From an optimization exercise on the open Yosys and OpenROAD flow, aimed at small area, a short achievable clock period and few clock cycles per item; shortcuts taken in it are not production practice.
At most, simulation tests tie the RTL to the original design; equivalence was not proved.
Power is estimated from default activity; no workload was simulated.

== main ==
## pl0_alu
module pl0_alu (
    input  wire        clk,
    input  wire        rst,           
    input  wire        in_valid,
    output wire        in_ready,
    input  wire [7:0]  in_op,         
    input  wire [1:0]  in_width,      
    input  wire [63:0] in_l,          
    input  wire [63:0] in_r,          
    output wire        out_valid,
    input  wire        out_ready,
    output wire [63:0] out_result,    
    output wire        out_div_zero   
);
Size: ~4,800 cells after synthesis, about 210 I/O pins, roughly 41,000 sq um of cells after synthesis.
clock: 18.0 ns
lec_check: 0
cap_margin: 35
core_margin: 2
core_utilization: 50
cts_cluster_diameter: 120
cts_cluster_size: 18
slew_margin: 30
standard.sh (not shown) runs the stock make flow with config.mk's settings and CLKGATE_MAP_FILE= SYNTH_SCRIPT=/design/flow/synth_recipe.tcl, a recipe that flattens the netlist after the stock synthesis.
==> flow/flow/run.sh <==
#!/bin/bash
# Standard synthesis and layout, with two changes to how it is made:
# repair_timing is asked for extra setup margin so that it sizes and buffers
# the paths for speed, and the port buffers are plain buffers (buf_4). The
# SDC and the clock period are the design's.
set -euo pipefail
bash standard.sh SETUP_SLACK_MARGIN=13.2 \
    "BUFFER_PORTS_ARGS=-buffer_cell sky130_fd_sc_hd__buf_4" \
    finish > make_finish.log 2>&1
Testbench counts of main, summed over its fixed seeds: cycles 61,116, ops 24,000.
### main -> the feature branch
--- a/flow/design.v
+++ b/flow/design.v
@@ -90,17 +90,16 @@
     reg        l_top;         
     reg [63:0] r_q;           
     reg [63:0] acc_q;         
     reg [63:0] c_q;           
     reg [5:0]  cnt_q;         
     reg        neg_q;         
     reg        bprev_q;       
     reg        sw_q;          
-    reg        sm_l, sm_r;    
     reg        p_v;           
     reg [63:0] p_val;         
     reg [1:0]  p_w;
     reg [4:0]  p_op;
     reg        p_bit;         
     reg        p_sd, p_asg, p_dz;
     reg        h_v, s_v;      
     reg [64:0] h_q, s_q;      
@@ -136,26 +135,26 @@
     wire [63:0] pp1_m = booth_pp(mb[3:1], mc);
     wire [63:0] pp1 = {pp1_m[61:0], {2{mb[3]}}};    
     wire [63:0] s1 = acc_q ^ c_q ^ pp0;
     wire [63:0] c1 = {(acc_q[62:0] & c_q[62:0]) | (acc_q[62:0] & pp0[62:0]) |
                       (c_q[62:0] & pp0[62:0]), mb[1]};
     wire [63:0] s2 = s1 ^ c1 ^ pp1;
     wire [63:0] c2 = {(s1[62:0] & c1[62:0]) | (s1[62:0] & pp1[62:0]) |
                       (c1[62:0] & pp1[62:0]), mb[3]};
-    wire mul_more = f_first ? ~(swap ? sm_l : sm_r)
-                            : ~((r_q[63:3] == 61'd0) | (r_q[63:3] == {61{1'b1}}));
+    wire mul_more = ~((mb[63:3] == 61'd0) | (mb[63:3] == {61{1'b1}}));
     wire        b_zero = (lowbits(r_q, w_q) == 64'd0);
-    wire [63:0] ng;                           
-    pl0_neg64 u_neg (.x(l_q), .y(ng));
+    wire [63:0] ng_in  = f_first ? l_q : acc_q;
+    wire [63:0] ng;
+    pl0_neg64 u_neg (.x(ng_in), .y(ng));
     wire [6:0]  la = lzc(l_q);
     wire [6:0]  lb = lzc(r_q);
     wire [7:0]  sh = {1'b0, lb} - {1'b0, la};    
     wire        q_zero = sh[7];
-    wire [63:0] div_end = f_dfin ? sum : {acc_q[62:0], qbit};
+    wire [63:0] div_end = f_dfin ? ng : {acc_q[62:0], qbit};
     wire done_c = f_mfin | f_dfin | (f_step & k_div & (cnt_q == 6'd0) & ~neg_q) |
                   (f_align & q_zero) |
                   (f_first & (~(k_mul | k_div) | (k_div & b_zero)));
     wire [63:0] p_in = (k_div & (f_first | f_align)) ? 64'd0 :
                        k_div ? div_end : sum;
     reg  pd_sign;
     always @(*) begin
         case (p_w)
@@ -195,26 +194,16 @@
         begin
             fits16 = (w == 2'd0) |
                      (((x[31:15] == 17'd0) | (x[31:15] == {17{1'b1}})) &
                       ((w != 2'd2) | ((x[63] == x[31]) & (x[47] == x[31]))));
         end
     endfunction
     wire in_fit_l = fits16(in_l, in_width);
     wire in_fit_r = fits16(in_r, in_width);
-    function small3;
-        input [63:0] x;
-        input [1:0]  w;
-        begin
-            small3 = ((x[15:3] == 13'd0) | (x[15:3] == {13{1'b1}})) &
-                     ((w == 2'd0) |
-                      (((x[31:15] == 17'd0) | (x[31:15] == {17{1'b1}})) &
-                       ((w == 2'd1) | (x[63:31] == 33'd0) | (x[63:31] == {33{1'b1}}))));
-        end
-    endfunction
     wire h_v_nxt = (~h_v | pop) ? (s_v | p_move) : 1'b1;
     wire s_v_nxt = (~h_v | pop) ? 1'b0 : (s_v | p_move);
     wire p_v_nxt = fin | (p_v & ~p_move);
     reg        a_v_nxt, last_nxt;
     always @(*) begin
         if (in_ready_q) begin
             a_v_nxt  = in_valid;
             last_nxt = ~(in_mul | in_div);
@@ -261,18 +250,16 @@
         if (in_ready_q) begin
             op_q    <= in_op[4:0];
             k_mul   <= in_mul;
             k_div   <= in_div;
             w_q     <= in_width;
             l_q     <= in_l;
             r_q     <= in_r;
             sw_q    <= in_fit_l & ~in_fit_r;
-            sm_l    <= small3(in_l, in_width);
-            sm_r    <= small3(in_r, in_width);
             f_first <= 1'b1;
             f_align <= 1'b0;
             f_shift <= 1'b0;
             f_step  <= 1'b0;
             f_mfin  <= 1'b0;
             f_dfin  <= 1'b0;
             x_zero  <= in_neg | in_div;
             x_acc   <= 1'b0;
@@ -301,31 +288,28 @@
                 x_zero  <= 1'b0;
                 y_inv   <= 1'b1;
             end else if (f_align) begin
                 cnt_q   <= sh[5:0];
                 f_align <= 1'b0;
                 f_shift <= 1'b1;
             end else if (f_shift) begin
                 r_q     <= r_q << cnt_q;
-                acc_q   <= {64{neg_q}};
                 f_shift <= 1'b0;
                 f_step  <= 1'b1;
             end else begin
                 l_q     <= sum;
                 l_top   <= sum65[64];
                 y_inv   <= qbit;
                 r_q     <= {1'b0, r_q[63:1]};
-                acc_q   <= {acc_q[62:0], qbit ^ neg_q};
+                acc_q   <= {acc_q[62:0], qbit};
                 cnt_q   <= cnt_q - 6'd1;
                 if (cnt_q == 6'd0) begin
                     f_step <= 1'b0;
                     f_dfin <= 1'b1;
-                    x_acc  <= 1'b1;
-                    y_inv  <= 1'b1;
                 end
             end
         end
     end
 endmodule
 module pl0_add65 (
     input  wire [64:0] a,
     input  wire [64:0] b,
## What came out
main -> the feature branch: number of buffers created by CTS increased by a few percent. For the total power, the feature branch came in 3.2% higher than main did. The feature branch ends up with a worst-case setup margin in the final layout that is 0.077 ns higher than in main. Final critical path time including I/O delays and setup: lower on the feature branch. Compared with main, in the feature branch post-detailed-routing wire length grew by about 4%; final core area utilization went down by 0.90 points; cell total after placement rose 205.
Testbench counts of the feature branch, summed over its fixed seeds: cycles 61,116, ops 24,000.

---

Another version of the RTL of pl0_alu (not shown whole).
For scale: about 5,600 cells after synthesis, ~510 flip-flops, about 48,000 um2 of cells after synthesis.
==> flow/config.mk <==
export PLATFORM = sky130hd
export DESIGN_NAME = pl0_alu
export DESIGN_NICKNAME = pl0_alu
export VERILOG_FILES = /design/flow/design.v
export SDC_FILE = /design/flow/constraint.sdc
export NUM_CORES = 4
export LEC_CHECK = 0
export CAP_MARGIN = 35
export CORE_MARGIN = 2
export CORE_UTILIZATION = 55
export SLEW_MARGIN = 30
==> flow/constraint.sdc <==
create_clock -name core_clock -period 18.0 [get_ports {clk}]
set_input_delay 3.6000 -clock core_clock [delete_from_list [all_inputs] [get_ports {clk}]]
set_output_delay 3.6000 -clock core_clock [all_outputs]
set_load 0.01 [all_outputs]
==> flow/flow/run.sh <==
#!/bin/bash
# Standard synthesis and layout; repair_timing is asked for extra setup
# margin so that it sizes and buffers the paths for speed. The SDC and the
# clock period are the design's.
set -euo pipefail
bash standard.sh SETUP_SLACK_MARGIN=13 finish > make_finish.log 2>&1
Testbench counts at the start, summed over its fixed seeds: cycles 58,799, ops 24,000.
Then changed:
--- a/flow/design.v
+++ b/flow/design.v
@@ -96,21 +96,20 @@
     reg        last_q;        
     reg        x_zero, x_acc, y_inv;                
     reg [63:0] l_q;           
     reg        l_top;         
     reg [63:0] r_q;           
     reg [63:0] acc_q;         
     reg [63:0] c_q;           
     reg [5:0]  cnt_q;         
     reg        neg_q;         
     reg        bprev_q;       
-    reg        sw_q;          
     reg        p_v;           
     reg [63:0] p_val;         
     reg [1:0]  p_w;
     reg [4:0]  p_op;
     reg        p_bit;         
     reg        p_sd, p_asg, p_eq, p_dz;
     reg        h_v, s_v;      
     reg [64:0] h_q, s_q;      
     assign in_ready     = in_ready_q;
     assign out_valid    = h_v;
@@ -130,21 +129,23 @@
     reg  asg, bsg;
     always @(*) begin
         case (w_q)
             2'd0:    begin asg = l_q[15]; bsg = r_q[15]; end
             2'd1:    begin asg = l_q[31]; bsg = r_q[31]; end
             default: begin asg = l_q[63]; bsg = r_q[63]; end
         endcase
     end
     wire eq = (lowbits(l_q ^ r_q, w_q) == 64'd0);
     wire op_arith = (op_q == OP_ADD) | (op_q == OP_SUB) | (op_q == OP_MINUSIFY);
-    wire swap  = sw_q;                        
+    wire fit_a = (a_n[63:15] == 49'd0) | (a_n[63:15] == {49{1'b1}});
+    wire fit_b = (b_n[63:15] == 49'd0) | (b_n[63:15] == {49{1'b1}});
+    wire swap  = f_first & ~fit_b & fit_a;    
     wire [63:0] mc = swap ? r_q : l_q;                        
     wire [63:0] mb = f_first ? (swap ? a_n : b_n) : r_q;      
     wire        bp = f_first ? 1'b0 : bprev_q;
     wire [63:0] pp0 = booth_pp({mb[1:0], bp}, mc);
     wire [63:0] pp1 = {booth_pp(mb[3:1], mc), 2'b11} ^ {62'd0, {2{~mb[3]}}};
     wire [63:0] s1 = acc_q ^ c_q ^ pp0;
     wire [63:0] c1 = {(acc_q[62:0] & c_q[62:0]) | (acc_q[62:0] & pp0[62:0]) |
                       (c_q[62:0] & pp0[62:0]), mb[1]};
     wire [63:0] s2 = s1 ^ c1 ^ pp1;
     wire [63:0] c2 = {(s1[62:0] & c1[62:0]) | (s1[62:0] & pp1[62:0]) |
@@ -190,36 +191,32 @@
     wire full   = h_v & s_v;
     wire p_move = p_v & ~full;                    
     wire adv    = a_v & (~p_v | ~full);           
     wire fin    = adv & done_c;                   
     wire step   = adv & ~done_c;                  
     wire pop    = h_v & out_ready;
     wire in_mul = (in_op[4:0] == OP_MUL);
     wire in_div = (in_op[4:0] == OP_DIV);
     wire in_add = (in_op[4:0] == OP_ADD);
     wire in_neg = (in_op[4:0] == OP_MINUSIFY);
-    wire in_fit_l = (in_width == 2'd0) | ((in_l[31:15] == 17'd0) | (in_l[31:15] == {17{1'b1}})) &
-                    ((in_width == 2'd1) | (in_l[63:31] == 33'd0) | (in_l[63:31] == {33{1'b1}}));
-    wire in_fit_r = (in_width == 2'd0) | ((in_r[31:15] == 17'd0) | (in_r[31:15] == {17{1'b1}})) &
-                    ((in_width == 2'd1) | (in_r[63:31] == 33'd0) | (in_r[63:31] == {33{1'b1}}));
     wire h_v_nxt = (~h_v | pop) ? (s_v | p_move) : 1'b1;
     wire s_v_nxt = (~h_v | pop) ? 1'b0 : (s_v | p_move);
     wire p_v_nxt = fin | (p_v & ~p_move);
     reg        a_v_nxt, last_nxt;
     always @(*) begin
         if (in_ready_q) begin
             a_v_nxt  = in_valid;
             last_nxt = ~(in_mul | in_div);
         end else if (step) begin
             a_v_nxt  = 1'b1;
             if (k_mul)        last_nxt = ~mul_more;
-            else if (f_first) last_nxt = (lb < la);       
+            else if (f_first) last_nxt = 1'b0;
             else if (f_align) last_nxt = (sh[6:0] == 7'd0) & ~neg_q;
             else              last_nxt = (cnt_q == 6'd0) | ((cnt_q == 6'd1) & ~neg_q);
         end else begin
             a_v_nxt  = a_v & ~fin;
             last_nxt = last_q;
         end
     end
     always @(posedge clk) begin
         if (rst) begin
             in_ready_q <= 1'b1;
@@ -249,34 +246,32 @@
             h_q <= s_v ? s_q : new_res;
         if (~s_v)
             s_q <= new_res;
         if (in_ready_q) begin
             op_q    <= in_op[4:0];
             k_mul   <= in_mul;
             k_div   <= in_div;
             w_q     <= in_width;
             l_q     <= in_l;
             r_q     <= in_r;
-            sw_q    <= in_fit_l & ~in_fit_r;
             f_first <= 1'b1;
             f_align <= 1'b0;
             f_step  <= 1'b0;
             f_mfin  <= 1'b0;
             f_dfin  <= 1'b0;
             x_zero  <= in_neg | in_div;
             x_acc   <= 1'b0;
             y_inv   <= ~in_add;
             acc_q   <= 64'd0;
             c_q     <= 64'd0;
         end else if (adv) begin
             f_first <= 1'b0;
-            sw_q    <= 1'b0;
             if (k_mul) begin
                 l_q     <= {mc[59:0], 4'd0};
                 r_q     <= {{4{mb[63]}}, mb[63:4]};
                 bprev_q <= mb[3];
                 acc_q   <= s2;
                 c_q     <= c2;
                 f_step  <= mul_more;
                 f_mfin  <= ~mul_more;
                 x_acc   <= ~mul_more;
                 y_inv   <= 1'b0;
=> Worst setup slack improves by 0.61 ns. Combinational power came out lower by 26%. Power came out lower by 10%. Critical path depth falls by 12. Maximum frequency goes up by 12%. Cell area goes down by 2.9%. Final cell count falls by 0.94%. Die area goes down by 4.1%. Sequential cell count drops by 1. Clock skew rises by 0.011 ns. Via count shrinks by 4.0%. Synthesized cell count fell by 0.68%. Clock power goes up by about 5%.
Function not checked in the second run of this note: the RTL went through the layout flow alone.

## static timing again, ports no longer ideal
In the flow no input, the clock included, has a driving cell. The finished layouts below were timed again as built, in two steps. Step 1 assumes that a clkbuf_16 drives the clock port and a buf_2 every other input. Step 2 also shifts input and output timing later by t, the mid clock arrival at the registers, as if the neighbouring blocks saw the same clock. Slacks: no drivers / after step 1 / after step 2; pairs: no drivers / after step 1.
| run | t, ns | setup slack, ns | hold slack, ns | worst setup path after step 2 | pins driven straight from the clock port |
|---|---|---|---|---|---|
| main | 0.691 | 13.050 / 13.050 / 12.495 | 0.447 / 0.447 / 0.447 | input to register | 1 |
| the feature branch | 0.679 | 13.127 / 13.127 / 12.637 | 0.444 / 0.444 / 0.444 | input to register | 1 |
| the first run of note 2 | 0.766 | 12.247 / 12.247 / 12.016 | 0.454 / 0.454 / 0.454 | input to register | 1 |
| the second run of note 2 | 0.752 | 12.853 / 12.853 / 12.213 | 0.446 / 0.446 / 0.446 | input to register | 1 |
After both steps setup and hold are still met in every run listed. The setup slack of the second run of note 2, which loses most, moves by 0.000 ns with the drivers and by -0.640 ns with both steps.
